Context: an optimization exercise on an open-source flow, tuned for small area, a short achievable clock period and few clock cycles per item. The choices shown serve that exercise and are no tape-out recipe.
Only simulation tests tie the RTL to the original design; equivalence was not proved.

## flow/flow/run.sh

```bash
#!/bin/bash
# Own flow: the standard layout (standard.sh: standard synthesis, floorplan,
# placement, CTS, routing, finish), unchanged except for two ORFS knobs:
#  - every input and output port still gets its own buffer, but buffer_ports
#    uses sky130_fd_sc_hd__buf_1 instead of its default delay buffer.
# The clock, the SDC and everything else are the standard flow's. make's full output goes
# to run_standard.log; each ORFS step keeps its own log under orfs/logs.
set -euo pipefail
bash standard.sh SETUP_SLACK_MARGIN=8.5 "BUFFER_PORTS_ARGS=-buffer_cell sky130_fd_sc_hd__buf_1" finish > run_standard.log 2>&1
```

## flow/constraint.sdc

```tcl
create_clock -name core_clock -period 15.0 [get_ports {clk}]
set_input_delay 3.0000 -clock core_clock [delete_from_list [all_inputs] [get_ports {clk}]]
set_output_delay 3.0000 -clock core_clock [all_outputs]
set_load 0.01 [all_outputs]
```

## flow/config.mk

```make
export PLATFORM = sky130hd
export DESIGN_NAME = fxu64
export DESIGN_NICKNAME = fxu64
export VERILOG_FILES = /design/flow/design.v
export SDC_FILE = /design/flow/constraint.sdc
export NUM_CORES = 4
export LEC_CHECK = 0
export CAP_MARGIN = 35
export CORE_MARGIN = 2
export CORE_UTILIZATION = 35
export PLACE_DENSITY = 0.5
export SLEW_MARGIN = 35
```

## flow/design.v

```verilog
module fxu64 (
    input  wire        clk,
    input  wire        rst,
    input  wire        cmd_valid,
    output wire        cmd_ready,
    input  wire [7:0]  cmd_op,
    input  wire [63:0] cmd_a,
    input  wire [63:0] cmd_b,
    input  wire [63:0] cmd_c,
    output wire        busy,
    output reg         done,
    output reg  [63:0] r0,
    output reg  [63:0] r1,
    output reg  [63:0] r2,
    output reg  [7:0]  status
);
    localparam integer DK = 2;              
    localparam integer MUL_CYC   = 8;
    localparam integer FDIV_CYC  = 64 / DK;
    localparam integer SHDIV_CYC = 96 / DK;
    localparam integer DIVW_CYC  = 128 / DK;
    localparam [63:0] NAN  = 64'h8000_0000_0000_0000;
    localparam [63:0] PINF = 64'h7FFF_FFFF_FFFF_FFFF;
    localparam [63:0] NINF = 64'h8000_0000_0000_0001;
    localparam [7:0] ST_OK = 8'h00, ST_ILL = 8'h03, ST_DZ = 8'h04,
                     ST_DZ_ERR = 8'h05, ST_NV = 8'h08, ST_OF = 8'h10;
    reg       busy_r;
    reg       st_pre, st_it, st_fin;
    reg [6:0] cnt;
    assign busy      = busy_r;
    assign cmd_ready = !busy_r && !rst;
    wire i_mulw  = (cmd_op == 8'h00);
    wire i_divw  = (cmd_op == 8'h01);
    wire i_shdiv = (cmd_op == 8'h02);
    wire i_fadd  = (cmd_op == 8'h10);
    wire i_fsub  = (cmd_op == 8'h11);
    wire i_fmul  = (cmd_op == 8'h12);
    wire i_fdiv  = (cmd_op == 8'h13);
    wire i_frem  = (cmd_op == 8'h14);
    wire i_fneg  = (cmd_op == 8'h15);
    wire i_fcmp  = (cmd_op == 8'h16);
    wire i_fclass= (cmd_op == 8'h17);
    wire i_fconst= (cmd_op == 8'h18);
    wire i_mul   = i_mulw | i_fmul;
    wire i_pre   = i_divw | i_fdiv | i_frem;
    wire i_div   = i_pre | i_shdiv;
    wire i_simple = !(i_mul | i_div);
    reg o_mulw, o_fmul, o_divw, o_shdiv, o_fdiv, o_frem;
    reg o_fadd, o_fsub, o_fneg, o_fcmp, o_fclass, o_fconst, o_ill;
    wire o_mul = o_mulw | o_fmul;
    wire last     = (cnt == 7'd0);
    wire mul_it   = st_it && o_mul;
    wire div_it   = st_it && !o_mul;
    wire complete = st_fin;
    always @(posedge clk) begin
        if (rst) begin
            busy_r <= 1'b0;
            st_pre <= 1'b0;
            st_it  <= 1'b0;
            st_fin <= 1'b0;
            done   <= 1'b0;
        end else begin
            done <= complete;
            if (!busy_r) begin
                if (cmd_valid) begin
                    busy_r <= 1'b1;
                    st_pre <= i_pre;
                    st_it  <= i_mul | i_shdiv;
                    st_fin <= i_simple;
                end
            end else begin
                if (st_pre) begin
                    st_pre <= 1'b0;
                    st_it  <= 1'b1;
                end
                if (st_it && last) begin
                    st_it  <= 1'b0;
                    st_fin <= 1'b1;
                end
                if (st_fin) begin
                    st_fin <= 1'b0;
                    busy_r <= 1'b0;
                end
            end
        end
    end
    always @(posedge clk) begin
        if (!busy_r)
            cnt <= i_mul ? MUL_CYC - 1 : SHDIV_CYC - 1;
        else if (st_pre)
            cnt <= o_divw ? DIVW_CYC - 1 : FDIV_CYC - 1;
        else
            cnt <= cnt - 7'd1;
    end
    reg [64:0]  acc;
    reg [63:0]  xa;
    reg [127:0] dq;
    reg         a0, a1;           
    reg [3:0]   bone, btwo, bneg;  
    reg         sn, sd;           
    reg         fa_nan, fa_pinf, fa_ninf, fa_zero;
    reg         fb_nan, fb_pinf, fb_ninf, fb_zero;
    reg         fdz;              
    reg         fbig;             
    wire ca_lo0 = (cmd_a[62:1] == 62'd0);
    wire ca_lo1 = (&cmd_a[62:1]);
    wire cb_lo0 = (cmd_b[62:1] == 62'd0);
    wire cb_lo1 = (&cmd_b[62:1]);
    function [11:0] bdec;         
        input [8:0] w;
        integer j;
        reg [2:0] b;
        begin
            for (j = 0; j < 4; j = j + 1) begin
                b = w[2 * j +: 3];
                bdec[j]     = b[1] ^ b[0];
                bdec[4 + j] = (b == 3'b011) || (b == 3'b100);
                bdec[8 + j] = b[2];
            end
        end
    endfunction
    function [72:0] brow;
        input        one, two, neg;
        input [63:0] a;
        reg   [72:0] m;
        begin
            m = ({73{one}} & {{9{a[63]}}, a}) | ({73{two}} & {{8{a[63]}}, a, 1'b0});
            brow = neg ? ~m : m;
        end
    endfunction
    wire [72:0] pp0 = brow(bone[0], btwo[0], bneg[0], xa);
    wire [72:0] pp1 = brow(bone[1], btwo[1], bneg[1], xa);
    wire [72:0] pp2 = brow(bone[2], btwo[2], bneg[2], xa);
    wire [72:0] pp3 = brow(bone[3], btwo[3], bneg[3], xa);
    wire [72:0] q0v = {{8{acc[64]}}, acc};
    wire [72:0] q1v = pp0;
    wire [72:0] q2v = {pp1[70:0], 2'b00};
    wire [72:0] q3v = {pp2[68:0], 1'b0, bneg[1], 2'b00};
    wire [72:0] q4v = {pp3[66:0], 1'b0, bneg[2], 4'b0000};
    wire [72:0] q5v = {66'd0, bneg[3], 6'd0};
    wire [72:0] s1 = q0v ^ q1v ^ q2v;
    wire [72:0] c1 = {((q0v & q1v) | (q0v & q2v) | (q1v & q2v)), 1'b0} ;
    wire [72:0] s2 = q3v ^ q4v ^ q5v;
    wire [72:0] c2 = {((q3v & q4v) | (q3v & q5v) | (q4v & q5v)), 1'b0};
    wire [72:0] s3 = s1 ^ c1 ^ s2;
    wire [72:0] c3 = {((s1 & c1) | (s1 & s2) | (c1 & s2)), 1'b0};
    wire [72:0] s4 = s3 ^ c3 ^ c2;
    wire [72:0] c4 = {((s3 & c3) | (s3 & c2) | (c3 & c2)), 1'b0};
    wire [72:0] tm;
    wire        tm_co;
    fxu64_bkadd #(.W(73), .L(7)) u_madd (.a(s4), .b(c4), .ci(bneg[0]), .s(tm), .co(tm_co));
    reg         c_fadd, c_fd, c_first;
    reg  [1:0]  bb;
    wire        dv_q0;
    always @(posedge clk) begin
        c_fadd <= !busy_r && i_fadd;
        c_fd   <= busy_r && st_it && last && o_fdiv;
        c_first <= busy_r && st_pre;
        if (!busy_r)
            bb <= (i_fadd || i_fsub || i_fcmp) ? cmd_a[1:0] : i_shdiv ? cmd_a[63:62] : 2'b00;
        else if (st_pre)
            bb <= o_fdiv ? n128[63:62] : n128[127:126];
        else if (st_it && !last)
            bb <= dq[125:124];
        else
            bb <= {st_it && o_fdiv && dv_q0, 1'b0};
    end
    wire        mci = !c_fadd;
    wire        mc2 = !c_fd;
    wire [65:0] xa0 = {acc[63:0], bb};
    wire [66:0] t;                        
    wire [66:0] ta2, ta3;
    wire        co1, co2, co3;
    fxu64_bkadd #(.W(67), .L(7)) u_a1 (.a({1'b0, xa0}), .b({3'b111, ~xa}), .ci(mci),
                                       .s(t), .co(co1));
    fxu64_bkadd #(.W(67), .L(7)) u_a2 (.a({1'b0, xa0}), .b({2'b11, ~xa, 1'b1}), .ci(mc2),
                                       .s(ta2), .co(co2));
    wire [66:0] m3a = {1'b0, xa0};
    wire [66:0] m3b = {3'b111, ~xa};
    wire [66:0] m3c = {2'b11, ~xa, 1'b1};
    wire [66:0] m3s = m3a ^ m3b ^ m3c;
    wire [66:0] m3k = {((m3a & m3b) | (m3a & m3c) | (m3b & m3c)), 1'b1};
    fxu64_bkadd #(.W(67), .L(7)) u_a3 (.a(m3s), .b(m3k), .ci(1'b1),
                                       .s(ta3), .co(co3));
    wire        ka1 = !t[66], ka2 = !ta2[66], ka3 = !ta3[66];
    wire [63:0] ra  = ka3 ? ta3[63:0] : ka2 ? ta2[63:0] : ka1 ? t[63:0] : xa0[63:0];
    wire [1:0]  qa  = {ka2, ka3 | (ka1 & !ka2)};
    wire [63:0]  dv_r = ra;
    wire [127:0] dv_q = {dq[125:0], qa};
    assign dv_q0 = dv_q[0];
    wire         n128_s;
    wire         n128_c;
    wire [127:0] n128;
    fxu64_cinc #(.W(128)) u_neg (.x(dq), .inv(n128_s), .ci(n128_c), .y(n128));
    always @(posedge clk)
        if (c_first)
            fbig <= (xa[63:32] == 32'd0) && (acc[31:0] >= xa[31:0]);
    wire [63:0] dmag = sd ? t[63:0] : xa;
    always @(posedge clk) begin
        if (!busy_r) begin
            o_mulw   <= i_mulw;
            o_fmul   <= i_fmul;
            o_divw   <= i_divw;
            o_shdiv  <= i_shdiv;
            o_fdiv   <= i_fdiv;
            o_frem   <= i_frem;
            o_fadd   <= i_fadd;
            o_fsub   <= i_fsub;
            o_fneg   <= i_fneg;
            o_fcmp   <= i_fcmp;
            o_fclass <= i_fclass;
            o_fconst <= i_fconst;
            o_ill    <= !(i_mul | i_div | i_fadd | i_fsub | i_fneg | i_fcmp |
                          i_fclass | i_fconst);
            sn <= i_divw ? cmd_b[63] : (i_fdiv | i_frem | i_fmul) ? cmd_a[63] : 1'b0;
            sd <= i_divw ? cmd_c[63] : (i_fdiv | i_frem | i_fmul) ? cmd_b[63] : 1'b0;
            fa_nan  <=  cmd_a[63] && ca_lo0 && !cmd_a[0];
            fa_ninf <=  cmd_a[63] && ca_lo0 &&  cmd_a[0];
            fa_pinf <= !cmd_a[63] && ca_lo1 &&  cmd_a[0];
            fa_zero <= !cmd_a[63] && ca_lo0 && !cmd_a[0];
            fb_nan  <=  cmd_b[63] && cb_lo0 && !cmd_b[0];
            fb_ninf <=  cmd_b[63] && cb_lo0 &&  cmd_b[0];
            fb_pinf <= !cmd_b[63] && cb_lo1 &&  cmd_b[0];
            fb_zero <= !cmd_b[63] && cb_lo0 && !cmd_b[0];
            fdz     <= i_divw ? (cmd_c == 64'd0) : (cmd_b == 64'd0);
            {bneg, btwo, bone} <= bdec({cmd_b[7:0], 1'b0});
            a0      <= cmd_a[0];
            a1      <= cmd_a[1];
            if (i_fmul)
                acc <= 65'h0_8000_0000;
            else if (i_simple && !i_fneg)
                acc <= {3'b000, !cmd_a[63], cmd_a[62:2]};
            else
                acc <= 65'd0;
            if (i_mul || i_fneg)
                xa <= cmd_a;
            else if (i_divw)
                xa <= cmd_c;
            else if (i_simple)
                xa <= cmd_b ^ {!i_fadd, {63{i_fadd}}};
            else
                xa <= cmd_b;
            if (i_divw)
                dq <= {cmd_b, cmd_a};
            else if (i_shdiv || i_frem)
                dq <= {cmd_a, 64'd0};
            else if (i_fdiv)
                dq <= {{32{cmd_a[63]}}, cmd_a, 32'd0};
            else
                dq <= {cmd_b, cmd_b};
        end else if (st_pre) begin
            dq   <= o_fdiv ? {n128[63:0], 64'd0} : n128;
            acc  <= o_fdiv ? {1'b0, n128[127:64]} : 65'd0;
            xa   <= dmag;
        end else if (mul_it) begin
            acc   <= tm[72:8];
            dq    <= {dq[127:64], tm[7:0], dq[63:8]};
            {bneg, btwo, bone} <= bdec(dq[15:7]);
        end else begin
            acc <= (last && !o_fdiv) ? 65'd0 : {1'b0, dv_r};
            dq  <= dv_q;
            if (div_it && last && !o_fdiv)
                xa <= dv_r;
        end
    end
    wire a_inf  = fa_pinf || fa_ninf;
    wire b_inf  = fb_pinf || fb_ninf;
    wire any_nan = fa_nan || fb_nan;
    wire sx = sn ^ sd;            
    wire        a_hi = !t[66] && (t[64] || t[63] || (&t[62:0]));               
    wire        a_lo =  t[66] && (!t[64] || !t[63] || (t[62:1] == 62'd0));     
    wire        a_of = a_hi || a_lo;
    wire [63:0] a_sat = a_hi ? PINF : a_lo ? NINF : t[63:0];
    wire        cmp_eq  = (t[64:0] == 65'd0);
    wire        cmp_lt  = t[66];
    wire        cmp_ord = !any_nan;
    wire [63:0] cmp_vec = {58'd0,
                           cmp_ord && !cmp_lt,
                           cmp_ord && !cmp_lt && !cmp_eq,
                           cmp_ord && (cmp_lt || cmp_eq),
                           cmp_ord && cmp_lt,
                           !(cmp_ord && cmp_eq),
                           cmp_ord && cmp_eq};
    wire [63:0] cmp_code = !cmp_ord ? 64'd3 : cmp_eq ? 64'd0 : cmp_lt ? 64'd1 : 64'd2;
    reg [63:0] kconst;
    always @(*) begin
        case ({acc[0], a1, a0})
            3'd0: kconst = 64'h0000_0000_0000_0001;
            3'd1: kconst = NAN;
            3'd2: kconst = PINF;
            3'd3: kconst = 64'h7FFF_FFFF_FFFF_FFFE;
            3'd4: kconst = 64'h8000_0000_0000_0002;
            3'd5: kconst = 64'h7FFF_FFFF_0000_0000;
            3'd6: kconst = 64'h8000_0001_0000_0000;
            default: kconst = NINF;
        endcase
    end
    wire [63:0] p_lo   = dq[63:0];                   
    wire [63:0] p_hi   = acc[63:0];                  
    wire        fm_tie = (p_lo[31:0] == 32'd0);
    wire [63:0] fm_v   = {p_hi[31:0], p_lo[63:33], p_lo[32] & !fm_tie};
    wire        fm_fit = (acc[64:31] == 34'd0) || (&acc[64:31]);
    wire        fm_of  = !fm_fit || (fm_v == PINF) || (fm_v == NAN) || (fm_v == NINF);
    wire        fd_up  = ka2;
    wire        fd_of  = fbig || dq[63] || ((&dq[62:1]) && (dq[0] || fd_up));
    assign n128_s = st_pre ? sn : (o_fdiv | o_divw) & sx;
    assign n128_c = st_pre ? sn : (o_fdiv | o_divw) & (sx ^ (o_fdiv & fd_up));
    wire [63:0] rem_s = sn ? t[63:0] : xa;
    reg [63:0] n0, n1, n2;
    reg [7:0]  nst;
    reg        nwr;
    always @(*) begin
        n0 = 64'd0; n1 = 64'd0; n2 = 64'd0; nst = ST_OK; nwr = 1'b1;
        if (o_mulw) begin
            n0 = p_lo;
            n1 = p_hi;
        end
        if (o_fmul) begin
            if (any_nan)                                    n0 = NAN;
            else if ((a_inf && fb_zero) || (b_inf && fa_zero)) begin
                n0 = NAN; nst = ST_NV;
            end
            else if (a_inf || b_inf)                        n0 = sx ? NINF : PINF;
            else if (fm_of) begin
                n0 = sx ? NINF : PINF; nst = ST_OF;
            end
            else                                            n0 = fm_v;
        end
        if (o_divw) begin
            if (fdz) begin
                nst = ST_DZ_ERR; nwr = 1'b0;
            end else begin
                n0 = n128[63:0];
                n1 = n128[127:64];
                n2 = rem_s;
                nst = (!sx && dq[127]) ? ST_OF : ST_OK;
            end
        end
        if (o_shdiv) begin
            if (fdz) begin
                nst = ST_DZ_ERR; nwr = 1'b0;
            end else begin
                n0 = n128[63:0];
                n1 = n128[127:64];
                n2 = xa;
            end
        end
        if (o_fdiv) begin
            if (any_nan)                                    n0 = NAN;
            else if ((fa_zero && fb_zero) || (a_inf && b_inf)) begin
                n0 = NAN; nst = ST_NV;
            end
            else if (a_inf)                                 n0 = sx ? NINF : PINF;
            else if (b_inf)                                 n0 = 64'd0;
            else if (fb_zero) begin
                n0 = sn ? NINF : PINF; nst = ST_DZ;
            end
            else if (fd_of) begin
                n0 = sx ? NINF : PINF; nst = ST_OF;
            end
            else                                            n0 = n128[63:0];
        end
        if (o_frem) begin
            if (any_nan)                                    n0 = NAN;
            else if (fa_pinf)                               n0 = PINF;
            else if (fa_ninf)                               n0 = NINF;
            else if (fb_zero) begin
                n0 = NAN; nst = ST_DZ;
            end
            else                                            n0 = rem_s;
        end
        if (o_fadd) begin
            if (any_nan)                                    n0 = NAN;
            else if ((fa_pinf && fb_ninf) || (fa_ninf && fb_pinf)) begin
                n0 = NAN; nst = ST_NV;
            end
            else if (a_inf)                                 n0 = fa_pinf ? PINF : NINF;
            else if (b_inf)                                 n0 = fb_pinf ? PINF : NINF;
            else begin
                n0 = a_sat; nst = a_of ? ST_OF : ST_OK;
            end
        end
        if (o_fsub) begin
            if (any_nan)                                    n0 = NAN;
            else if ((fa_pinf && fb_pinf) || (fa_ninf && fb_ninf)) begin
                n0 = NAN; nst = ST_NV;
            end
            else if (a_inf)                                 n0 = fa_pinf ? PINF : NINF;
            else if (fb_pinf)                               n0 = NINF;
            else if (fb_ninf)                               n0 = PINF;
            else begin
                n0 = a_sat; nst = a_of ? ST_OF : ST_OK;
            end
        end
        if (o_fneg)   n0 = t[63:0];
        if (o_fcmp) begin
            n0 = cmp_code;
            n1 = cmp_vec;
        end
        if (o_fclass) n0 = {59'd0, !(fa_nan || a_inf), fa_ninf, fa_pinf, a_inf, fa_nan};
        if (o_fconst) n0 = kconst;
        if (o_ill) begin
            nst = ST_ILL; nwr = 1'b0;
        end
    end
    always @(posedge clk) begin
        if (rst) begin
            r0     <= 64'd0;
            r1     <= 64'd0;
            r2     <= 64'd0;
            status <= 8'd0;
        end else if (complete) begin
            status <= nst;
            if (nwr) begin
                r0 <= n0;
                r1 <= n1;
                r2 <= n2;
            end
        end
    end
endmodule
module fxu64_bkadd #(parameter integer W = 64, parameter integer L = 6) (
    input  wire [W-1:0] a,
    input  wire [W-1:0] b,
    input  wire         ci,
    output wire [W-1:0] s,
    output wire         co
);
    reg [W-1:0] g, p;
    reg [W:0]   c;
    integer i, l;
    always @(*) begin
        g = a & b;
        p = a ^ b;
        for (l = 0; l < L; l = l + 1)
            for (i = 2 * (1 << l) - 1; i < W; i = i + 2 * (1 << l)) begin
                g[i] = g[i] | (p[i] & g[i - (1 << l)]);
                p[i] = p[i] & p[i - (1 << l)];
            end
        for (l = L - 2; l >= 0; l = l - 1)
            for (i = 3 * (1 << l) - 1; i < W; i = i + 2 * (1 << l)) begin
                g[i] = g[i] | (p[i] & g[i - (1 << l)]);
                p[i] = p[i] & p[i - (1 << l)];
            end
        c[0] = ci;
        for (i = 0; i < W; i = i + 1)
            c[i + 1] = g[i] | (p[i] & ci);
    end
    assign s  = a ^ b ^ c[W-1:0];
    assign co = c[W];
endmodule
module fxu64_cinc #(parameter integer W = 128) (
    input  wire [W-1:0] x,
    input  wire         inv,
    input  wire         ci,
    output wire [W-1:0] y
);
    localparam integer NB = W / 8;
    wire [W-1:0]  xp = x ^ {W{inv}};
    wire [NB:0]   bc;
    wire [W-1:0]  cy;
    assign bc[0] = ci;
    genvar g, i;
    generate
        for (g = 0; g < NB; g = g + 1) begin : blk
            assign bc[g + 1] = bc[g] & (&xp[8 * g + 7:8 * g]);
            assign cy[8 * g] = bc[g];
            for (i = 1; i < 8; i = i + 1) begin : bt
                assign cy[8 * g + i] = bc[g] & (&xp[8 * g + i - 1:8 * g]);
            end
        end
    endgenerate
    assign y = xp ^ cy;
endmodule
```

## flow/standard.sh

```bash
#!/bin/bash
# synth_recipe.tcl (not shown) runs the flow's synth.tcl, then flattens the netlist and writes it again
# the make line also repeats each setting of config.mk as NAME=value (left out here)
make -C /OpenROAD-flow-scripts/flow DESIGN_CONFIG=/design/flow/config.mk WORK_HOME=/design/flow/orfs CLKGATE_MAP_FILE= SYNTH_SCRIPT=/design/flow/synth_recipe.tcl "${@:-finish}"
```

==> reports/qor_table.md, run 1 <==
| Metric | Value |
| --- | --- |
| Met3 wire length | 88.8 mm |
| Clock tree from TritonCTS | done |
| Max-Slew Margin vs Limit | 16.2% |
| Violated layout checks | antenna violations |
| Hold-fix buffers, CTS | 0 |
| Type of origin of the critical path | flip-flop |
| Die W | 434 um |
| Clock latency (worst-skew pair) | 790 ps |
| Detailed Place HPWL | 410 mm |
| Longest Clk Path Bufs | 3 |
| Total vias in the final route | 84600 |
| Warnings from Yosys | 3 |
| Setup repair after global routing missed its margin | yes |
| Mean Syn Cell Area | 7.56 sq um |
| Layout cell share with drive strength beyond 1 | 12.6% |
| Die Outline Area | 188000 sq um |
| Critical path data required time | 15400 ps |
| Area growth syn-to-layout | 18.8% |
| Clock transition at the registers of the reported paths | 60 ps |
| Number of cell rows | 157 |
| Largest driver fanout on the critical path | 8 |
| Max Slew Vio Count | 0 |
| Period utilization | 46.8% |
| Register area share after synthesis | 18.4% |
| Global-route wire length before repair | 711 mm |
| Met1 WL | 195 mm |
| FFs w/ async S/R, synth | 0% |
| Post-detailed-route count of antenna-violating nets | 1 |
| Post-synthesis cell count | 8552 |
| Initial Util | 35.3% |
| DIE HEIGHT | 434 um |
| Final clock skew | 96.0 ps |
| GRT Residual Overflow | 0 |
| Met2 WL post-DR | 204 mm |
| Routed via count divided by cell count | 7.34 |
| H-tree depth reported by CTS | 3 |
| Post-synthesis cell type count | 102 |
| Number of synthesized register bits | 510 |
| Number of buffers created by CTS | 76 |
| Number of global-route vias before repair | 74700 |
| Router iterations before antenna repair | 12 |
| Clock period minus final worst setup slack | 7010 ps |
| Total Negative Setup Slacks | 0 ps |
| Run status | failed layout checks |
| Type of the setup path with the least slack | flip-flop to flip-flop |
| Core ar. | 183000 sq um |
| Classification of the worst-slack hold path | flip-flop to flip-flop |
| Final Hold Slack | 404 ps |
| Net total in the final layout | 9765 |
| DR top layer | met5 |
| Kind of end point of the critical path | flip-flop |
| Cell area after synthesis | 64700 sq um |
| Hold Violations, Final | 0 |
| Maximum number of pins on one net before global-route repair | 126 |
| # fillers | 19200 |
| Maximum clock rate | 143 MHz |
| Most common flop cell mapped by yosys | sky130_fd_sc_hd__dfxtp_1 |
| Number of remaining DRC errors | 0 |
| Final setup fails | 0 |
| Total global-route track usage | 56.3% |
| TritonCTS sink count | 510 |
| Worst endpoint data arrival time | 7420 ps |
| Cell at the root of the clock tree | sky130_fd_sc_hd__clkbuf_16 |
| Worst-margin pin slew | 1260 ps |
| Max-Cap Viols | 0 |
| GPL Wtd Cong | 1.13 |
| Number of enable-type register cells in the synthesized netlist | 167 |
| I/O pins | 406 |
| Wirelength per Cell | 47.5 um |
| Initial DRC count | 16400 |
| I/O Buffers | 402 |
| Post-detailed-routing wire length | 547 mm |
| Initial antenna violation count | 99 |
[repair_timing]
action	4_1_cts	5_1_grt
pin swaps	36	42
endpoints found under the setup margin	287	157
buffers inserted	87	52
cloned	12	2
hold endpoints to repair	0	0
gates resized for setup	170	97
[synth_stat cells (180+ instances only)]
cell type	count	share of area [%]
sky130_fd_sc_hd__nor2_1	806	4.7
sky130_fd_sc_hd__ha_1	402	7.8
sky130_fd_sc_hd__inv_1	409	2.4
sky130_fd_sc_hd__fa_1	263	8.1
sky130_fd_sc_hd__nand2_1	670	3.9
sky130_fd_sc_hd__a22oi_1	345	4.0
sky130_fd_sc_hd__dfxtp_1	343	11
sky130_fd_sc_hd__o21ai_0	597	4.6
sky130_fd_sc_hd__xor2_1	180	2.4
sky130_fd_sc_hd__a21oi_1	750	5.8
sky130_fd_sc_hd__nor3_1	238	1.8
sky130_fd_sc_hd__xnor2_1	550	7.4
sky130_fd_sc_hd__clkbuf_1	580	3.4
[routing by layer]
layer  global-route usage, %  vias up
li1                        -    32300
met1                    66.3    41600
met2                    72.9     8316
met3                    30.4     2428
met4                    48.1       42
met5                    1.90        -
[logic make-up after synthesis]
kind of cell             after synthesis  share of synthesized area (%)
AO/OA/AOI/OAI                       2939                           29.8
AND/OR/NAND/NOR                     2478                           17.8
buffers and inverters               1132                           6.64
XOR/XNOR                             730                           9.89
adder cells (fa/ha/maj)              665                           15.9
flip-flops                           510                           18.4
multiplexers                          97                           1.54
other                                  1                        0.00580
[worst max-delay path, stage by stage, from the launching register on]
cell and delay [ps]:
sky130_fd_sc_hd__edfxtp_1 560, sky130_fd_sc_hd__inv_1 230, sky130_fd_sc_hd__ha_1 370, sky130_fd_sc_hd__a21o_1 170
sky130_fd_sc_hd__a31o_2 240, sky130_fd_sc_hd__a21oi_1 340, sky130_fd_sc_hd__o21ai_1 380, sky130_fd_sc_hd__a31o_2 490
sky130_fd_sc_hd__a21o_1 200, sky130_fd_sc_hd__buf_4 220, sky130_fd_sc_hd__a21oi_1 310, sky130_fd_sc_hd__nand3_1 260
sky130_fd_sc_hd__buf_4 280, sky130_fd_sc_hd__nor4_2 470, sky130_fd_sc_hd__buf_4 240, sky130_fd_sc_hd__o21ai_0 250
sky130_fd_sc_hd__xnor2_4 400, sky130_fd_sc_hd__a221oi_4 870, sky130_fd_sc_hd__o21ai_4 340
[flip-flops by register name (all words and copies together), names as in the netlist, 2 cells and up]
name,count
dq,128
status,5
r1,64
acc,65
bneg,4
xa,64
bone,4
r0,64
r2,64
btwo,4
cnt,7
bb,2
[layout by cell type, fill, tap and decap left out, types with 386 or more instances in the layout]
cell type	instances
sky130_fd_sc_hd__inv_1	401
sky130_fd_sc_hd__buf_4	491
sky130_fd_sc_hd__o21ai_0	562
sky130_fd_sc_hd__nand2_1	660
sky130_fd_sc_hd__nor2_1	775
sky130_fd_sc_hd__a21oi_1	717
sky130_fd_sc_hd__buf_1	389
sky130_fd_sc_hd__xnor2_1	500
sky130_fd_sc_hd__ha_1	386
[final cells by class]
cell class	count	area [sq um]	share of cell area, %
Clock buffer	106	2140	2.78
Timing Repair inverter	1	8.76	0.0114
Multi-Input combinational cell	6914	50700	65.9
Antenna cell	106	265	0.345
Inverter	413	1590	2.07
Clock inverter	34	328	0.427
Timing Repair Buffer	981	6870	8.94
Sequential cell	510	11900	15.5
Tap cell	2464	3080	4.01
[worst paths after layout]
path                startpoint                end  slack [ps]  cells past startpoint
max reg2reg    xa[1]$_DFFE_PP_   dq[85]$_DFFE_PP_        7990                     18
min reg2reg  cnt[0]$_SDFF_PN1_  cnt[0]$_SDFF_PN1_         400                      1
max            xa[1]$_DFFE_PP_   dq[85]$_DFFE_PP_        7990                     18
min          cnt[0]$_SDFF_PN1_  cnt[0]$_SDFF_PN1_         400                      1
[metrics by stage]
| step | worst slack, ps | area [sq um] | instances | utilization, % |
|---|---|---|---|---|
| 3_3_place_gp | 6050 | 70100 | 11100 | 38.3 |
| 6_report | 7990 | 76800 | 11500 | 41.9 |
| 4_1_cts | 8380 | 75400 | 11400 | 41.1 |
| 2_1_floorplan | 8480 | 64700 | 8554 | - |
| 5_1_grt | 8070 | 76600 | 11400 | 41.8 |
| 3_5_place_dp | 6190 | 70900 | 11100 | 38.7 |
Testbench counts, summed over its fixed seeds: cycles 34,829, commands 2,400.
==> inputs of run 2 (changes only) <==
--- a/flow/design.v
+++ b/flow/design.v
@@ -25,7 +25,7 @@
     localparam [7:0] ST_OK = 8'h00, ST_ILL = 8'h03, ST_DZ = 8'h04,
                      ST_DZ_ERR = 8'h05, ST_NV = 8'h08, ST_OF = 8'h10;
     reg       busy_r;
-    reg       st_pre, st_it, st_fin;
+    reg       st_pre, st_pre2, st_it, st_fin;
     reg [6:0] cnt;
     assign busy      = busy_r;
     assign cmd_ready = !busy_r && !rst;
@@ -56,6 +56,7 @@
         if (rst) begin
             busy_r <= 1'b0;
             st_pre <= 1'b0;
+            st_pre2 <= 1'b0;
             st_it  <= 1'b0;
             st_fin <= 1'b0;
             done   <= 1'b0;
@@ -65,13 +66,18 @@
                 if (cmd_valid) begin
                     busy_r <= 1'b1;
                     st_pre <= i_pre;
-                    st_it  <= i_mul | i_shdiv;
+                    st_pre2 <= i_shdiv;
+                    st_it  <= i_mul;
                     st_fin <= i_simple;
                 end
             end else begin
                 if (st_pre) begin
-                    st_pre <= 1'b0;
-                    st_it  <= 1'b1;
+                    st_pre  <= 1'b0;
+                    st_pre2 <= 1'b1;
+                end
+                if (st_pre2) begin
+                    st_pre2 <= 1'b0;
+                    st_it   <= 1'b1;
                 end
                 if (st_it && last) begin
                     st_it  <= 1'b0;
@@ -86,15 +92,16 @@
     end
     always @(posedge clk) begin
         if (!busy_r)
-            cnt <= i_mul ? MUL_CYC - 1 : SHDIV_CYC - 1;
-        else if (st_pre)
-            cnt <= o_divw ? DIVW_CYC - 1 : FDIV_CYC - 1;
+            cnt <= MUL_CYC - 1;
+        else if (st_pre2)
+            cnt <= o_divw ? DIVW_CYC - 1 : o_shdiv ? SHDIV_CYC - 1 : FDIV_CYC - 1;
         else
             cnt <= cnt - 7'd1;
     end
     reg [64:0]  acc;
     reg [63:0]  xa;
     reg [127:0] dq;
+    reg [65:0]  d3;               
     reg         a0, a1;           
     reg [3:0]   bone, btwo, bneg;  
     reg         sn, sd;           
@@ -149,17 +156,16 @@
     wire [72:0] tm;
     wire        tm_co;
     fxu64_bkadd #(.W(73), .L(7)) u_madd (.a(s4), .b(c4), .ci(bneg[0]), .s(tm), .co(tm_co));
-    reg         c_fadd, c_fd, c_first;
+    reg         c_fadd, c_fd;
     reg  [1:0]  bb;
     wire        dv_q0;
     always @(posedge clk) begin
         c_fadd <= !busy_r && i_fadd;
         c_fd   <= busy_r && st_it && last && o_fdiv;
-        c_first <= busy_r && st_pre;
         if (!busy_r)
-            bb <= (i_fadd || i_fsub || i_fcmp) ? cmd_a[1:0] : i_shdiv ? cmd_a[63:62] : 2'b00;
-        else if (st_pre)
-            bb <= o_fdiv ? n128[63:62] : n128[127:126];
+            bb <= (i_fadd || i_fsub || i_fcmp) ? cmd_a[1:0] : 2'b00;
+        else if (st_pre2)
+            bb <= o_fdiv ? dq[63:62] : dq[127:126];
         else if (st_it && !last)
             bb <= dq[125:124];
         else
@@ -175,12 +181,7 @@
                                        .s(t), .co(co1));
     fxu64_bkadd #(.W(67), .L(7)) u_a2 (.a({1'b0, xa0}), .b({2'b11, ~xa, 1'b1}), .ci(mc2),
                                        .s(ta2), .co(co2));
-    wire [66:0] m3a = {1'b0, xa0};
-    wire [66:0] m3b = {3'b111, ~xa};
-    wire [66:0] m3c = {2'b11, ~xa, 1'b1};
-    wire [66:0] m3s = m3a ^ m3b ^ m3c;
-    wire [66:0] m3k = {((m3a & m3b) | (m3a & m3c) | (m3b & m3c)), 1'b1};
-    fxu64_bkadd #(.W(67), .L(7)) u_a3 (.a(m3s), .b(m3k), .ci(1'b1),
+    fxu64_bkadd #(.W(67), .L(7)) u_a3 (.a({1'b0, xa0}), .b(~{1'b0, d3}), .ci(1'b1),
                                        .s(ta3), .co(co3));
     wire        ka1 = !t[66], ka2 = !ta2[66], ka3 = !ta3[66];
     wire [63:0] ra  = ka3 ? ta3[63:0] : ka2 ? ta2[63:0] : ka1 ? t[63:0] : xa0[63:0];
@@ -192,9 +193,6 @@
     wire         n128_c;
     wire [127:0] n128;
     fxu64_cinc #(.W(128)) u_neg (.x(dq), .inv(n128_s), .ci(n128_c), .y(n128));
-    always @(posedge clk)
-        if (c_first)
-            fbig <= (xa[63:32] == 32'd0) && (acc[31:0] >= xa[31:0]);
     wire [63:0] dmag = sd ? t[63:0] : xa;
     always @(posedge clk) begin
         if (!busy_r) begin
@@ -230,6 +228,8 @@
                 acc <= 65'h0_8000_0000;
             else if (i_simple && !i_fneg)
                 acc <= {3'b000, !cmd_a[63], cmd_a[62:2]};
+            else if (i_shdiv)
+                acc <= {1'b0, cmd_b};
             else
                 acc <= 65'd0;
             if (i_mul || i_fneg)
@@ -249,9 +249,14 @@
             else
                 dq <= {cmd_b, cmd_b};
         end else if (st_pre) begin
-            dq   <= o_fdiv ? {n128[63:0], 64'd0} : n128;
-            acc  <= o_fdiv ? {1'b0, n128[127:64]} : 65'd0;
+            dq   <= n128;
+            acc  <= {1'b0, dmag};
             xa   <= dmag;
+        end else if (st_pre2) begin
+            d3   <= t[65:0];
+            dq   <= o_fdiv ? {dq[63:0], 64'd0} : dq;
+            acc  <= o_fdiv ? {1'b0, dq[127:64]} : 65'd0;
+            fbig <= (xa[63:32] == 32'd0) && (dq[95:64] >= xa[31:0]);
         end else if (mul_it) begin
             acc   <= tm[72:8];
             dq    <= {dq[127:64], tm[7:0], dq[63:8]};
==> flow/flow/run.sh (replaced) <==
#!/bin/bash
set -euo pipefail
bash standard.sh SETUP_SLACK_MARGIN=8 finish > run_standard.log 2>&1
==> run 2 against run 1 <==
The run now finishes clean; flip-flop and latch count is 66 higher; cell area is 4.8% higher; first-iteration DRC count is 1.3% lower; synthesized cell count is 4.4% higher; synthesized area is 6.1% higher; worst setup slack worse by 240 ps; via count is 1.7% higher; sequential share of layout area is 2.5 points higher; worst hold slack better by 13 ps.
==> reports/qor_table.md, run 2 <==
| Metric | Value | Change |
| --- | --- | --- |
| Largest driver fanout on the critical path | 40 | was 8 |
| Cell chain of the critical path | buf_4 > ha_1 > inv_1 > o21ai_0 > a211oi_1 > a32oi_1 > buf_4 > nand4_1 > a21oi_1 > nor2_1 > o211ai_1 > nand2_1 > o211ai_1 > a21o_2 > buf_6 > a211oi_1 > a21oi_2 > mux2_2 > a21oi_1 | was inv_1 > ha_1 > a21o_1 > a31o_2 > a21oi_1 > o21ai_1 > a31o_2 > a21o_1 > buf_4 > a21oi_1 > nand3_1 > buf_4 > nor4_2 > buf_4 > o21ai_0 > xnor2_4 > a221oi_4 > o21ai_4 |
| FFs w/ async S/R, synth | 0% | unchanged |
| DIE HEIGHT | 447 um | was 434 um |
| Total Negative Setup Slacks | 0 ps | unchanged |
| Maximum number of pins on one net before global-route repair | 119 | was 126 |
| Routed via count divided by cell count | 7.25 | was 7.34 |
| GPL Wtd Cong | 1.13 | about the same |
| Cell accounting for the most synthesized area | sky130_fd_sc_hd__edfxtp_1 | was sky130_fd_sc_hd__dfxtp_1 |
| Reg-to-Reg Start | acc[8]$_DFF_P_ | was xa[1]$_DFFE_PP_ |
| H-tree depth reported by CTS | 3 | unchanged |
| Classification of the worst-slack hold path | flip-flop to flip-flop | unchanged |
| Final Hold Slack | 418 ps | was 404 ps |
| Router iterations before antenna repair | 11 | was 12 |
| Core ar. | 195000 sq um | was 183000 sq um |
| Critical-path top delay cell | sky130_fd_sc_hd__a21oi_2 | was sky130_fd_sc_hd__a221oi_4 |
| Final setup fails | 0 | unchanged |
| Max-Slew Margin vs Limit | 22.8% | was 16.2% |
| Main combinational cell family by area after synthesis | compound AO/OA/AOI/OAI gates | unchanged |
| Logic depth of the worst setup path including buffers | 19 | was 18 |
| Register area share after synthesis | 21.1% | was 18.4% |
| Post-detailed-route count of antenna-violating nets | 0 | was 1 |
| Total vias in the final route | 86000 | was 84600 |
| Adder-cell area share of the yosys netlist | 13.2% | was 15.9% |
| Hold-fix buffers, CTS | 0 | unchanged |
| TritonCTS sink count | 576 | was 510 |
| GRT Residual Overflow | 0 | unchanged |
| Hold Path Origin | cnt[0]$_SDFF_PN1_ | unchanged |
| I/O pins | 406 | unchanged |
| Worst-margin pin slew | 1150 ps | was 1260 ps |
| Area of combinational cells with multiple inputs | 50400 sq um | was 50700 sq um |
| Most common cell after layout, fill and taps aside | sky130_fd_sc_hd__nand2_1 | was sky130_fd_sc_hd__nor2_1 |
| Leading cell types in the layout, fill and taps excluded | sky130_fd_sc_hd__nand2_1 (765), sky130_fd_sc_hd__nor2_1 (764), sky130_fd_sc_hd__a21oi_1 (695), sky130_fd_sc_hd__o21ai_0 (602), sky130_fd_sc_hd__xnor2_1 (522) | was sky130_fd_sc_hd__nor2_1 (775), sky130_fd_sc_hd__a21oi_1 (717), sky130_fd_sc_hd__nand2_1 (660), sky130_fd_sc_hd__o21ai_0 (562), sky130_fd_sc_hd__xnor2_1 (500) |
| Cell at the root of the clock tree | sky130_fd_sc_hd__clkbuf_16 | unchanged |
| Maximum clock rate | 138 MHz | was 143 MHz |
| Initial antenna violation count | 77 | was 99 |
| Wirelength per Cell | 47.7 um | was 47.5 um |
| Top flop regs | dq: 128 flops, d3: 66 flops, acc: 65 flops | was dq: 128 flops, acc: 65 flops |
| Number of enable-type register cells in the synthesized netlist | 297 | was 167 |
| Most used standard cell by instance count after synthesis | sky130_fd_sc_hd__nor2_1 | unchanged |
| Post-synthesis cell type count | 123 | was 102 |
| Register with the most flip-flops | dq | unchanged |
| # fillers | 20100 | was 19200 |
| Number of cells on the worst reg-to-reg path | 19 | was 18 |
| Clock transition at the registers of the reported paths | 70 ps | was 60 ps |
| Simple-gate area share of the yosys netlist | 18.0% | was 17.8% |
| Reg-to-reg endpoint | xa[45]$_DFFE_PP_ | was dq[85]$_DFFE_PP_ |
| Register-to-Register Setup Slack | 7740 ps | was 7990 ps |
| Type of origin of the critical path | flip-flop | unchanged |
| Share of the synthesized area in compound gates (AO/OA/AOI/OAI) | 29.8% | about the same |
| Capture point of the worst path | xa[45]$_DFFE_PP_ | was dq[85]$_DFFE_PP_ |
| Hold Violations, Final | 0 | unchanged |
| Detailed Place HPWL | 424 mm | was 410 mm |
| Post-Synth XOR/XNOR Area | 9.07% | was 9.89% |
| Number of remaining DRC errors | 0 | unchanged |
| Cell area after synthesis | 68600 sq um | was 64700 sq um |
| Mean Syn Cell Area | 7.68 sq um | was 7.56 sq um |
| Area growth syn-to-layout | 17.4% | was 18.8% |
| Max Slew Vio Count | 0 | unchanged |
| List of most frequent post-synthesis cells | sky130_fd_sc_hd__nor2_1 (789), sky130_fd_sc_hd__nand2_1 (770), sky130_fd_sc_hd__a21oi_1 (715) | was sky130_fd_sc_hd__nor2_1 (806), sky130_fd_sc_hd__a21oi_1 (750), sky130_fd_sc_hd__nand2_1 (670) |
| Longest Clk Path Bufs | 3 | unchanged |
| Dominant delay contributor by cell family on the critical path | compound AO/OA/AOI/OAI gates | unchanged |
| Number of cell rows | 162 | was 157 |
| Run status | timing/DRC/antenna clean | was failed layout checks |
| Slack of the critical path | 7740 ps | was 7990 ps |
| Start point of the critical path | acc[8]$_DFF_P_ | was xa[1]$_DFFE_PP_ |
| Number of synthesized register bits | 576 | was 510 |
| Warnings from Yosys | 3 | unchanged |
| Most common flop cell mapped by yosys | sky130_fd_sc_hd__edfxtp_1 | was sky130_fd_sc_hd__dfxtp_1 |
| Critical path data required time | 15470 ps | was 15400 ps |
| Layout cell share with drive strength beyond 1 | 10.0% | was 12.6% |
| Initial DRC count | 16200 | was 16400 |
| Post-detailed-routing wire length | 566 mm | was 547 mm |
| Initial Util | 35.2% | was 35.3% |
| Period utilization | 48.4% | was 46.8% |
| Post-synthesis cell count | 8932 | was 8552 |
| Setup repair after global routing missed its margin | no | was yes |
| Number of flip-flops under the largest register name | 128 | unchanged |
| Die W | 447 um | was 434 um |
| Number of buffers created by CTS | 82 | was 76 |
| Total global-route track usage | 54.7% | was 56.3% |
| Final clock skew | 37.3 ps | was 96.0 ps |
| I/O Buffers | 402 | unchanged |
| Clock tree from TritonCTS | done | unchanged |
| Portion of synthesized cell area occupied by the leading cell type | 13.0% | was 10.6% |
| Kind of end point of the critical path | flip-flop | unchanged |
| Crit path largest cell delay | 680 ps | was 870 ps |
| FF/Latch Area | 14500 sq um | was 11900 sq um |
| Dominant cells by area after synthesis | sky130_fd_sc_hd__edfxtp_1 (13%), sky130_fd_sc_hd__dfxtp_1 (8.1%), sky130_fd_sc_hd__ha_1 (7.3%), sky130_fd_sc_hd__xnor2_1 (6.9%), sky130_fd_sc_hd__fa_1 (5.8%) | was sky130_fd_sc_hd__dfxtp_1 (11%), sky130_fd_sc_hd__fa_1 (8.1%), sky130_fd_sc_hd__ha_1 (7.8%), sky130_fd_sc_hd__edfxtp_1 (7.8%), sky130_fd_sc_hd__xnor2_1 (7.4%) |
| Multiplexer share of the synthesized area | 1.91% | was 1.54% |
| Net total in the final layout | 9907 | was 9765 |
| Global-route wire length before repair | 736 mm | was 711 mm |
| Clock latency (worst-skew pair) | 790 ps | about the same |
| Type of the setup path with the least slack | flip-flop to flip-flop | unchanged |
| Die Outline Area | 200000 sq um | was 188000 sq um |
| Buffers & Inverters on Critical Path | 4 | unchanged |
| Number of global-route vias before repair | 77400 | was 74700 |
| Worst endpoint data arrival time | 7730 ps | was 7420 ps |
| Worst setup timing slack at the placement stage | 6860 ps | was 6190 ps |
| Max-Cap Viols | 0 | unchanged |
| Clock period minus final worst setup slack | 7260 ps | was 7010 ps |
run 2: cell count changes in the layout (fill, tap and decap cells not counted), moves of 30 or more:
cell                              before  now
sky130_fd_sc_hd__a221oi_1            113  143
sky130_fd_sc_hd__inv_1               401  436
sky130_fd_sc_hd__clkdlybuf4s50_1       0  378
sky130_fd_sc_hd__o21ai_0             562  602
sky130_fd_sc_hd__a22oi_1             332  379
sky130_fd_sc_hd__diode_2             106   67
sky130_fd_sc_hd__a22o_1               10   47
sky130_fd_sc_hd__nand2_1             660  765
sky130_fd_sc_hd__buf_4               491  424
sky130_fd_sc_hd__o22ai_1             104   43
sky130_fd_sc_hd__buf_1               389    0
sky130_fd_sc_hd__edfxtp_1            167  297
sky130_fd_sc_hd__fa_1                259  200
sky130_fd_sc_hd__dfxtp_1             332  273
run 2: per-layer routing:
metal | up-vias | GRT usage [%] | part of all wire, %
li1 | 33400 | - | -
met3 | 2384 | 25.4 | 15
met1 | 42100 | 64.8 | 36
met2 | 8139 | 72.0 | 38
met4 | 24 | 50.6 | 12
met5 | - | 0.122 | 0.045
run 2: worst min-delay path by stage:
stage / cells past startpoint / endpoint
2_1_floorplan: 1 / cnt[0]$_SDFF_PN1_
5_1_grt: 1 / cnt[0]$_SDFF_PN1_
3_5_place_dp: 1 / cnt[0]$_SDFF_PN1_
3_3_place_gp: 1 / cnt[0]$_SDFF_PN1_
4_1_cts: 1 / cnt[0]$_SDFF_PN1_
6_report: 1 / cnt[0]$_SDFF_PN1_
run 2: cell families (layout without fill, tap and decap cells):
group                    after synthesis  count (layout)
AO/OA/AOI/OAI                       3040            3040
AND/OR/NAND/NOR                     2642            2645
buffers and inverters               1235            1470
XOR/XNOR                             708             708
adder cells (fa/ha/maj)              602             602
flip-flops                           576             576
multiplexers                         128             128
other                                  1              70
run 2: final cells by class:
class	count	area share, %
repair buffers	865	9.49
multi-input cells	7126	62.5
diodes	67	0.208
well taps	2624	4.08
flip-flops and latches	576	18.0
clock inverters	43	0.545
clock buffers	111	2.97
inverters	451	2.15
run 2: what timing repair did:
action | 4_1_cts | 5_1_grt
endpoints found under the setup margin | 90 | 84
pin swaps | 3 | 3
buffers inserted | 8 | 27
gates resized for setup | 30 | 47
endpoints found under the hold margin | 0 | 0
gates cloned | 2 | 1
run 2: metrics by stage:
stage | instance area, sq um | utilization [%] | instances
global route | 80400 | 41.3 | 11800
global placement | 76400 | 39.2 | 11600
finish | 80500 | 41.3 | 11900
CTS | 79800 | 41.0 | 11800
detailed placement | 76800 | 39.4 | 11600
floorplan | 68600 | - | 8934
Testbench counts of run 2, summed over its fixed seeds: cycles 35,408, commands 2,400.
==> inputs of run 3 (changes only) <==
--- a/flow/design.v
+++ b/flow/design.v
@@ -14,7 +14,7 @@
     output reg  [63:0] r2,
     output reg  [7:0]  status
 );
-    localparam integer DK = 2;              
+    localparam integer DK = 4;              
     localparam integer MUL_CYC   = 8;
     localparam integer FDIV_CYC  = 64 / DK;
     localparam integer SHDIV_CYC = 96 / DK;
@@ -51,7 +51,7 @@
     wire last     = (cnt == 7'd0);
     wire mul_it   = st_it && o_mul;
     wire div_it   = st_it && !o_mul;
-    wire complete = st_fin;
+    wire complete = st_fin || (mul_it && last);
     always @(posedge clk) begin
         if (rst) begin
             busy_r <= 1'b0;
@@ -81,7 +81,8 @@
                 end
                 if (st_it && last) begin
                     st_it  <= 1'b0;
-                    st_fin <= 1'b1;
+                    if (o_mul) busy_r <= 1'b0;
+                    else       st_fin <= 1'b1;
                 end
                 if (st_fin) begin
                     st_fin <= 1'b0;
@@ -156,21 +157,15 @@
     wire [72:0] tm;
     wire        tm_co;
     fxu64_bkadd #(.W(73), .L(7)) u_madd (.a(s4), .b(c4), .ci(bneg[0]), .s(tm), .co(tm_co));
-    reg         c_fadd, c_fd;
-    reg  [1:0]  bb;
-    wire        dv_q0;
+    reg         c_it, c_fa, c_fadd, c_fd;
     always @(posedge clk) begin
+        c_it   <= busy_r && (st_pre2 || (st_it && !last));
+        c_fa   <= !busy_r && (i_fadd || i_fsub || i_fcmp);
         c_fadd <= !busy_r && i_fadd;
         c_fd   <= busy_r && st_it && last && o_fdiv;
-        if (!busy_r)
-            bb <= (i_fadd || i_fsub || i_fcmp) ? cmd_a[1:0] : 2'b00;
-        else if (st_pre2)
-            bb <= o_fdiv ? dq[63:62] : dq[127:126];
-        else if (st_it && !last)
-            bb <= dq[125:124];
-        else
-            bb <= {st_it && o_fdiv && dv_q0, 1'b0};
     end
+    wire [1:0]  bb  = ({2{c_it}} & dq[127:126]) | ({2{c_fa}} & {a1, a0}) |
+                      ({2{c_fd}} & {dq[0], 1'b0});
     wire        mci = !c_fadd;
     wire        mc2 = !c_fd;
     wire [65:0] xa0 = {acc[63:0], bb};
@@ -186,9 +181,18 @@
     wire        ka1 = !t[66], ka2 = !ta2[66], ka3 = !ta3[66];
     wire [63:0] ra  = ka3 ? ta3[63:0] : ka2 ? ta2[63:0] : ka1 ? t[63:0] : xa0[63:0];
     wire [1:0]  qa  = {ka2, ka3 | (ka1 & !ka2)};
-    wire [63:0]  dv_r = ra;
-    wire [127:0] dv_q = {dq[125:0], qa};
-    assign dv_q0 = dv_q[0];
+    wire [65:0] xb0 = {ra, dq[125:124]};
+    wire [66:0] tb1, tb2, tb3;
+    wire        cb1, cb2, cb3;
+    fxu64_bkadd #(.W(67), .L(7)) u_b1 (.a({1'b0, xb0}), .b({3'b111, ~xa}), .ci(1'b1),
+                                       .s(tb1), .co(cb1));
+    fxu64_bkadd #(.W(67), .L(7)) u_b2 (.a({1'b0, xb0}), .b({2'b11, ~xa, 1'b1}), .ci(1'b1),
+                                       .s(tb2), .co(cb2));
+    fxu64_bkadd #(.W(67), .L(7)) u_b3 (.a({1'b0, xb0}), .b(~{1'b0, d3}), .ci(1'b1),
+                                       .s(tb3), .co(cb3));
+    wire        kb1 = !tb1[66], kb2 = !tb2[66], kb3 = !tb3[66];
+    wire [63:0] dv_r = kb3 ? tb3[63:0] : kb2 ? tb2[63:0] : kb1 ? tb1[63:0] : xb0[63:0];
+    wire [127:0] dv_q = {dq[123:0], qa, kb2, kb3 | (kb1 & !kb2)};
     wire         n128_s;
     wire         n128_c;
     wire [127:0] n128;
@@ -300,11 +304,11 @@
             default: kconst = NINF;
         endcase
     end
-    wire [63:0] p_lo   = dq[63:0];                   
-    wire [63:0] p_hi   = acc[63:0];                  
-    wire        fm_tie = (p_lo[31:0] == 32'd0);
+    wire [63:0] p_lo   = {tm[7:0], dq[63:8]};        
+    wire [63:0] p_hi   = tm[71:8];                   
+    wire        fm_tie = (dq[39:8] == 32'd0);        
     wire [63:0] fm_v   = {p_hi[31:0], p_lo[63:33], p_lo[32] & !fm_tie};
-    wire        fm_fit = (acc[64:31] == 34'd0) || (&acc[64:31]);
+    wire        fm_fit = (tm[72:39] == 34'd0) || (&tm[72:39]);
     wire        fm_of  = !fm_fit || (fm_v == PINF) || (fm_v == NAN) || (fm_v == NINF);
     wire        fd_up  = ka2;
     wire        fd_of  = fbig || dq[63] || ((&dq[62:1]) && (dq[0] || fd_up));
==> flow/run.sh (new file) <==
#!/bin/bash
# synth_recipe.tcl (not shown) runs the flow's synth.tcl, then flattens the netlist and writes it again
# the make line also repeats each setting of config.mk as NAME=value (left out here)
make -C /OpenROAD-flow-scripts/flow DESIGN_CONFIG=/design/flow/config.mk WORK_HOME=/design/flow/orfs CLKGATE_MAP_FILE= SYNTH_SCRIPT=/design/flow/synth_recipe.tcl finish
--- a/flow/config.mk
+++ b/flow/config.mk
@@ -9,4 +9,5 @@
 export CORE_MARGIN = 2
 export CORE_UTILIZATION = 35
 export PLACE_DENSITY = 0.5
+export SETUP_SLACK_MARGIN = 5
 export SLEW_MARGIN = 35
removed: flow/flow/run.sh
removed: flow/standard.sh
==> run 3 against run 2 <==
The layout now fails its checks (max-capacitance violations, max-slew violations); clock skew is 26 ps higher; first-iteration DRC count is 24% higher; global-route usage is 1.4 points higher; critical path type unchanged; largest cell class unchanged.
==> reports/qor_table.md, run 3 <==
| Metric | Value | Change |
| --- | --- | --- |
| Run status | failed layout checks | was timing/DRC/antenna clean |
| Violated layout checks | max-capacitance violations, max-slew violations |  |
| Most common cell after layout, fill and taps aside | sky130_fd_sc_hd__nand2_1 | unchanged |
| Number of buffers created by CTS | 83 | was 82 |
| Type of the setup path with the least slack | flip-flop to flip-flop | unchanged |
| Mean Syn Cell Area | 7.54 sq um | was 7.68 sq um |
| I/O Buffers | 402 | unchanged |
| Longest Clk Path Bufs | 3 | unchanged |
| H-tree depth reported by CTS | 3 | unchanged |
| Max-Slew Margin vs Limit | -14.2% | was 22.8% |
| Clock tree from TritonCTS | done | unchanged |
| Router iterations before antenna repair | 13 | was 11 |
| Max Slew Vio Count | 4 | was 0 |
| Core ar. | 227000 sq um | was 195000 sq um |
| Met2 Usage GRT | 76.2% | was 72.0% |
| Worst-margin pin slew | 1710 ps | was 1150 ps |
| Clock period minus final worst setup slack | 10200 ps | was 7260 ps |
| Number of synthesized register bits | 576 | unchanged |
| Final setup fails | 0 | unchanged |
| Clock latency (worst-skew pair) | 800 ps | was 790 ps |
| Type of origin of the critical path | flip-flop | unchanged |
| Number of remaining DRC errors | 0 | unchanged |
| Post-synthesis cell type count | 104 | was 123 |
| Total vias in the final route | 105000 | was 86000 |
| Register with the most flip-flops | dq | unchanged |
| Dominant delay contributor by cell family on the critical path | compound AO/OA/AOI/OAI gates | unchanged |
| Classification of the worst-slack hold path | flip-flop to flip-flop | unchanged |
| Maximum number of pins on one net before global-route repair | 138 | was 119 |
| Number of cell rows | 175 | was 162 |
| FFs w/ async S/R, synth | 0% | unchanged |
| M3 GR Usage | 28.8% | was 25.4% |
| DIE HEIGHT | 482 um | was 447 um |
| Logic depth of the worst setup path including buffers | 22 | was 19 |
| Leading cell types in the layout, fill and taps excluded | sky130_fd_sc_hd__nand2_1 (885), sky130_fd_sc_hd__a21oi_1 (884), sky130_fd_sc_hd__nor2_1 (796), sky130_fd_sc_hd__o21ai_0 (638), sky130_fd_sc_hd__buf_4 (601) | was sky130_fd_sc_hd__nand2_1 (765), sky130_fd_sc_hd__nor2_1 (764), sky130_fd_sc_hd__a21oi_1 (695), sky130_fd_sc_hd__o21ai_0 (602), sky130_fd_sc_hd__xnor2_1 (522) |
| Critical-path top delay cell | sky130_fd_sc_hd__a2111oi_0 | was sky130_fd_sc_hd__a21oi_2 |
| Post-detailed-route count of antenna-violating nets | 0 | unchanged |
| Die Outline Area | 232000 sq um | was 200000 sq um |
| Number of cells on the worst hold path | 1 | unchanged |
| Warnings from Yosys | 3 | unchanged |
| Initial DRC count | 20100 | was 16200 |
| Portion of synthesized cell area occupied by the leading cell type | 11.2% | was 13.0% |
| Max-Cap Viols | 1 | was 0 |
| Final Hold Slack | 394 ps | was 418 ps |
| Crit path largest cell delay | 1040 ps | was 680 ps |
| Initial Util | 35.2% | about the same |
| Routed via count divided by cell count | 7.47 | was 7.25 |
| Worst endpoint data arrival time | 10870 ps | was 7730 ps |
| Critical path data required time | 15670 ps | was 15470 ps |
| GR peak layer | met2 | unchanged |
| Final core area utilization | 41.8% | was 41.3% |
| Area growth syn-to-layout | 18.8% | was 17.4% |
| Cell chain of the critical path | a222oi_1 > inv_1 > buf_4 > ha_1 > o21a_1 > o31ai_4 > a211o_1 > inv_1 > a2111oi_0 > o2111ai_1 > or4_1 > a2111oi_0 > nand4_1 > a2111oi_1 > and4_1 > nand4_1 > o41ai_1 > nand2_1 > buf_4 > a21o_1 > a21oi_1 > a21oi_1 | was buf_4 > ha_1 > inv_1 > o21ai_0 > a211oi_1 > a32oi_1 > buf_4 > nand4_1 > a21oi_1 > nor2_1 > o211ai_1 > nand2_1 > o211ai_1 > a21o_2 > buf_6 > a211oi_1 > a21oi_2 > mux2_2 > a21oi_1 |
| GRT Residual Overflow | 0 | unchanged |
| TritonCTS sink count | 576 | unchanged |
| Post-synthesis cell count | 10600 | was 8932 |
| Hold-fix buffers, CTS | 0 | unchanged |
| Number of cells on the worst reg-to-reg path | 22 | was 19 |
| Cell at the root of the clock tree | sky130_fd_sc_hd__clkbuf_16 | unchanged |
| Buffers & Inverters on Critical Path | 4 | unchanged |
| Net total in the final layout | 11900 | was 9907 |
| Most used standard cell by instance count after synthesis | sky130_fd_sc_hd__a21oi_1 | was sky130_fd_sc_hd__nor2_1 |
| Initial antenna violation count | 124 | was 77 |
| Layout cell share with drive strength beyond 1 | 11.5% | was 10.0% |
| Dominant cells by area after synthesis | sky130_fd_sc_hd__edfxtp_1 (11%), sky130_fd_sc_hd__ha_1 (9.4%), sky130_fd_sc_hd__dfxtp_1 (7.0%), sky130_fd_sc_hd__xnor2_1 (5.9%), sky130_fd_sc_hd__a21oi_1 (5.8%) | was sky130_fd_sc_hd__edfxtp_1 (13%), sky130_fd_sc_hd__dfxtp_1 (8.1%), sky130_fd_sc_hd__ha_1 (7.3%), sky130_fd_sc_hd__xnor2_1 (6.9%), sky130_fd_sc_hd__fa_1 (5.8%) |
| Detailed Place HPWL | 530 mm | was 424 mm |
| Final clock skew | 63.2 ps | was 37.3 ps |
| List of most frequent post-synthesis cells | sky130_fd_sc_hd__a21oi_1 (919), sky130_fd_sc_hd__nand2_1 (892), sky130_fd_sc_hd__nor2_1 (832) | was sky130_fd_sc_hd__nor2_1 (789), sky130_fd_sc_hd__nand2_1 (770), sky130_fd_sc_hd__a21oi_1 (715) |
| Cell accounting for the most synthesized area | sky130_fd_sc_hd__edfxtp_1 | unchanged |
| Total Negative Setup Slacks | 0 ps | unchanged |
| Global-route wire length before repair | 881 mm | was 736 mm |
| Met1 routing resource usage after global routing | 61.4% | was 64.8% |
| GPL Wtd Cong | 1.19 | was 1.13 |
| Maximum clock rate | 98.1 MHz | was 138 MHz |
| Wirelength per Cell | 48.3 um | was 47.7 um |
| Die W | 482 um | was 447 um |
| I/O pins | 406 | unchanged |
| Register area share after synthesis | 18.1% | was 21.1% |
| Clock transition at the registers of the reported paths | 60 ps | was 70 ps |
| Number of global-route vias before repair | 94500 | was 77400 |
| Number of flip-flops under the largest register name | 128 | unchanged |
| Kind of end point of the critical path | flip-flop | unchanged |
| Top flop regs | dq: 128 flops, d3: 66 flops, acc: 65 flops | unchanged |
| Largest driver fanout on the critical path | 18 | was 40 |
| Total global-route track usage | 56.1% | was 54.7% |
| Cell area after synthesis | 79900 sq um | was 68600 sq um |
| Most common flop cell mapped by yosys | sky130_fd_sc_hd__edfxtp_1 | unchanged |
| Hold Violations, Final | 0 | unchanged |
| Number of enable-type register cells in the synthesized netlist | 297 | unchanged |
| Period utilization | 68.0% | was 48.4% |
| Setup repair after global routing missed its margin | no | unchanged |
| Post-detailed-routing wire length | 680 mm | was 566 mm |
-- run 3: kinds of logic after synthesis --
kind of cell | synth area share, %
DFF | 18.1
AOI/OAI and AO/OA | 32.1
xor gates and xnor gates | 9.03
adders and majority gates | 14.4
buffers and inverters | 6.56
other | 0.00469
and+or+nand+nor | 18.1
muxes | 1.69
-- run 3: metal layers --
| layer | share of wire (%) | wire length [um] | vias up |
|---|---|---|---|
| li1 | - | - | 40200 |
| met1 | 34 | 230000 | 51200 |
| met2 | 38 | 259000 | 10400 |
| met3 | 15 | 103000 | 3280 |
| met4 | 13 | 86800 | 36 |
| met5 | 0.15 | 1030 | - |
-- run 3: per-stage QoR --
step	instance area, sq um	std cells	worst slack, ps
after floorplan	79900	10600	6690
after global placement	89500	13700	2850
after detailed placement	90300	13700	2740
after CTS	93800	13900	5000
after global routing	94800	14000	4980
final	95000	14100	4800
-- run 3: final timing paths --
path	start	to	slack [ps]
max	dq[0]$_DFFE_PP_	r0[8]$_SDFFE_PP0P_	4800
min	cnt[0]$_SDFF_PN1_	cnt[0]$_SDFF_PN1_	390
max reg2reg	dq[0]$_DFFE_PP_	r0[8]$_SDFFE_PP0P_	4800
min reg2reg	cnt[0]$_SDFF_PN1_	cnt[0]$_SDFF_PN1_	390
-- run 3: worst reg2reg max path, cell delays in order, from the launching register on --
cell	delay, ps
sky130_fd_sc_hd__edfxtp_1	450
sky130_fd_sc_hd__a222oi_1	620
sky130_fd_sc_hd__inv_1	100
sky130_fd_sc_hd__buf_4	180
sky130_fd_sc_hd__ha_1	360
sky130_fd_sc_hd__o21a_1	260
sky130_fd_sc_hd__o31ai_4	120
sky130_fd_sc_hd__a211o_1	490
sky130_fd_sc_hd__inv_1	660
sky130_fd_sc_hd__a2111oi_0	1050
sky130_fd_sc_hd__o2111ai_1	260
sky130_fd_sc_hd__or4_1	540
sky130_fd_sc_hd__a2111oi_0	670
sky130_fd_sc_hd__nand4_1	370
sky130_fd_sc_hd__a2111oi_1	670
sky130_fd_sc_hd__and4_1	280
sky130_fd_sc_hd__nand4_1	220
sky130_fd_sc_hd__o41ai_1	920
sky130_fd_sc_hd__nand2_1	700
sky130_fd_sc_hd__buf_4	450
sky130_fd_sc_hd__a21o_1	210
sky130_fd_sc_hd__a21oi_1	370
sky130_fd_sc_hd__a21oi_1	120
-- run 3: area by class of cell --
class	instances	area [sq um]
Inverter	527	1980
Timing Repair Buffer	1065	9350
Fill cell	23500	132000
Tap cell	3009	3760
Sequential cell	576	14500
Clock inverter	42	499
Clock buffer	110	2330
Antenna cell	98	245
Multi-Input combinational cell	8646	62300
-- run 3: timing repair --
action                     in CTS  in global routing
setup endpoints to repair     178                168
buffers inserted               27                 42
cloned                          6                  1
gates resized for setup        93                 89
pin swaps                      11                 15
Testbench counts of run 3, summed over its fixed seeds: cycles 22,496, commands 2,400.

-- re-timing with driven ports --
Ports are ideal in the flow. The routed layouts listed here were re-timed in OpenROAD. Step 1, drivers: a clkbuf_16 drives clk and a buf_2 each remaining input, both assumed. Step 2 also shifts input and output timing later by t, the mid clock arrival at the registers, as if the neighbouring blocks saw the same clock. Three values: ideal, step 1, step 2; two values: the first two.
| run | shift t [ns] | setup slack, ns | hold WS [ns] | worst slew at a driven data input, ns |
|---|---|---|---|---|
| run 1 | 0.846 | 7.985 / 7.985 / 7.458 | 0.404 / 0.404 / 0.404 | 0.24 |
| run 2 | 0.869 | 7.742 / 7.742 / 7.155 | 0.418 / 0.418 / 0.418 | 0.07 |
| run 3 | 0.882 | 4.803 / 4.803 / 4.803 | 0.394 / 0.394 / 0.394 | 0.10 |
For run 2, which loses most, drivers alone change the setup slack by 0.000 ns; drivers and shift together by -0.587 ns.
